Background: an optimization exercise with open tools, aiming at small area. Do not read the settings as production practice. Function was checked by simulation only, so behaviour that the tests miss may differ from the original. Power is estimated from default activity; no workload was simulated.

==> inputs of run B <==
==> flow/design.v (excerpt) <==
module crc_link (
    input  wire        clk,
    input  wire        rst,
    input  wire        op_valid,
    input  wire [3:0]  op_code,
    input  wire [7:0]  op_arg,
    input  wire        tick,
    output wire [5:0]  stat,          
    output wire [2:0]  op_status,
    output reg  [15:0] crc,
    output reg  [2:0]  rx_err,
    output reg  [7:0]  rx_len,
    output wire [15:0] rx_crc_calc,
    output wire [15:0] rx_crc_recv,
    output wire        txm_re,
    output wire [7:0]  txm_addr,
    input  wire [7:0]  txm_rdata,
    output wire        rxm_we,
    output wire [8:0]  rxm_addr,
    output wire [7:0]  rxm_wdata,
    output wire        txd,
    input  wire        rxd
);
clock: 10.0 ns
lec_check: 0
cap_margin: 20
core_margin: 2
core_utilization: 40
slew_margin: 20
standard.sh (not shown) runs the stock make flow with config.mk's settings and CLKGATE_MAP_FILE= SYNTH_SCRIPT=/design/flow/synth_recipe.tcl, a recipe that flattens the netlist after the stock synthesis.
==> flow/flow/run.sh <==
#!/bin/bash
# The standard layout (standard.sh) with these changes to how the layout
# is made:
#  - an area-oriented ABC script (flow/area.abc) maps the combinational logic;
#    the rest of synthesis is synth_recipe.tcl unchanged, so the registers are
#    the standard synthesis's;
#  - yosys's pass-through buffers (insbuf) and the port buffers use the
#    smallest buffer cell, sky130_fd_sc_hd__buf_1;
#  - clock-tree settings for a small clock tree without dummy loads.
# standard.sh's output goes to standard.log here; ORFS keeps each step's log
# under orfs/logs/.
set -euo pipefail
cd "$(dirname "$0")/.."
W=$PWD
export BUFFER_PORTS_ARGS="-buffer_cell sky130_fd_sc_hd__buf_1"
export CTS_ARGS="-sink_clustering_enable -repair_clock_nets -dont_use_dummy_load -sink_clustering_size 25 -sink_clustering_max_diameter 60 -buf_list sky130_fd_sc_hd__clkbuf_8"
{
  printf 'proc abc {args} {\n'
  printf '  set i [lsearch -exact $args -script]\n'
  printf '  if {$i >= 0} { lset args [expr {$i + 1}] %s }\n' "$W/flow/area.abc"
  printf '  yosys abc {*}$args\n}\n'
  cat synth_recipe.tcl
} > own_synth.tcl
sed -e "s|SYNTH_SCRIPT=[^ ]*|SYNTH_SCRIPT=$W/own_synth.tcl MIN_BUF_CELL_AND_PORTS='sky130_fd_sc_hd__buf_1 A X'|" \
  standard.sh > own_standard.sh
grep -q "SYNTH_SCRIPT=$W/own_synth.tcl MIN_BUF" own_standard.sh
bash own_standard.sh > standard.log 2>&1
==> flow/flow/area.abc <==
&get -n
&st
&deepsyn -J 2000 -T 3000
&dch -f
&nf -a -F 8 -A 16
&st
&dch -f
&nf -a -F 8 -A 16
&st
&dch -f
&nf -a -F 8 -A 16
&put
==> run M (differences from run B) <==
--- a/flow/design.v
+++ b/flow/design.v
@@ -176,16 +176,13 @@
     reg  [6:0]  dtim;     
     reg  [15:0] rcrc;
     reg  [7:0]  p1, p2;   
     wire link_err = ferr_flag | ovr_flag;
     assign f_pop  = d_rcv & ~link_err & f_ne;
     wire d_at1    = (dcnt == 9'd1);
-    wire [6:0] de_a   = dcnt[8:2];
-    wire [6:0] de_b   = ~{1'b0, rx_len[7:2]};
-    wire       d_end  = (dcnt[1:0] == rx_len[1:0]) &&
-                        ((de_a ^ de_b) == {de_a[5:0] | de_b[5:0], 1'b0});
+    wire d_end    = (dcnt == {1'b0, rx_len} + 9'd4);
     wire d_badhdr = d_at1 & (p1 != 8'h02);
     wire d_crcen  = (|dcnt[8:2]) & ~d_end;
     wire d_fin    = f_pop & (d_badhdr | d_end);
     wire d_tmo    = tick & (dtim == TIM_LAST) & ~d_fin;
     wire [6:0] dtim_next = {dtim[5:0], ~(dtim[6] ^ dtim[5])};
     wire [2:0] d_verdict = d_badhdr            ? 3'd3 :
==> flow/flow/run.sh (replaced) <==
#!/bin/bash
# The standard layout (standard.sh) with three changes to how the layout is
# made: an area-oriented ABC script for the combinational logic (flow/area.abc,
# everything else in synthesis as synth_recipe.tcl does it), the smallest buffer
# cell for the port buffers, and clock-tree settings for a small clock tree.
set -euo pipefail
cd "$(dirname "$0")/.."
W=$PWD
export BUFFER_PORTS_ARGS="-buffer_cell sky130_fd_sc_hd__buf_1"
export CTS_ARGS="-sink_clustering_enable -repair_clock_nets -dont_use_dummy_load -sink_clustering_size 14 -sink_clustering_max_diameter 40 -buf_list sky130_fd_sc_hd__clkbuf_4"
{
  printf 'proc abc {args} {\n'
  printf '  set i [lsearch -exact $args -script]\n'
  printf '  if {$i >= 0} { lset args [expr {$i + 1}] %s }\n' "$W/flow/area.abc"
  printf '  yosys abc {*}$args\n}\n'
  cat synth_recipe.tcl
} > own_synth.tcl
sed "s|SYNTH_SCRIPT=[^ ]*|SYNTH_SCRIPT=$W/own_synth.tcl|" standard.sh > own_standard.sh
grep -q "SYNTH_SCRIPT=$W/own_synth.tcl" own_standard.sh
bash own_standard.sh > standard.log 2>&1
==> flow/flow/area.abc (replaced) <==
&get -n
&st
&dch
&nf -a -F 4 -A 8
&st
&dch
&nf -a -F 4 -A 8
&st
&dch
&nf -a -F 4 -A 8
&put
==> comparison table <==
|  | run B | run M |
|---|---|---|
| Delay contributed by the slowest stage of the critical path | 0.62 ns | 0.98 ns |
| Tap Cells | 280 | 285 |
| Area of the multi-input gates | 0.003468 sq mm | 0.003918 sq mm |
| Number of fill cells in the layout | 2039 | 2175 |
| Core region area | 0.02169 sq mm | 0.02264 sq mm |
| Total Wirelength | 20150 um | 20830 um |
| Vias per cell | 5.418 | 5.313 |
| Sequential power | 1.00 mW | 0.998 mW |
| Final Worst Setup Slack | 5.338 ns | 5.453 ns |
| Internal power component | 1.204 mW | 1.189 mW |
| Switching Share | 0.2705 | 0.2731 |
| Outcome | timing/DRC/antenna clean | timing/DRC/antenna clean |
| Final critical-path share of the clock period | 0.4662 | 0.4547 |
| Non-filler instance count after layout | 1175 | 1278 |
| Area added between synthesis and finish | 12.48% | 11.87% |
| Endpoint of the worst hold path | rbc[0] | fmem[49] |
| Total power per unit cell area | 166.6 mW/mm^2 | 158.3 mW/mm^2 |
| Reg-to-Reg Start | dcnt[3] | fcnt[1] |
| Met3 wirelength from detailed routing | 1153 um | 1016 um |
| Num CTS Buffers | 19 | 35 |
| Global-route wire length before repair | 32290 um | 33480 um |
| Met2 track demand over resource in global routing | 0.2632 | 0.2573 |
| Number of core rows | 54 | 55 |

==> afterwards: timing with drivers on the ports <==
How much do the figures lean on ideal ports? The routed layouts below were timed once more, with nothing changed but the port constraints.
Step 1: set_driving_cell puts a clkbuf_16 on clk and a buf_2 on each other input, an assumption about the parent block.
Step 2 moves the port delays by t, midway between the first and last clock arrival at a register: inputs arrive t later, outputs are due t later. That takes back most of the time a late clock gives input paths.
Three values: ideal, step 1, step 2; two values: the first two.
run	t (ns)	setup WS [ns]	worst setup path after step 2
run B	0.539	5.338 / 5.298 / 5.421	input to register
run M	0.636	5.453 / 5.410 / 6.046	register to output
After both steps every run listed still meets setup and hold.
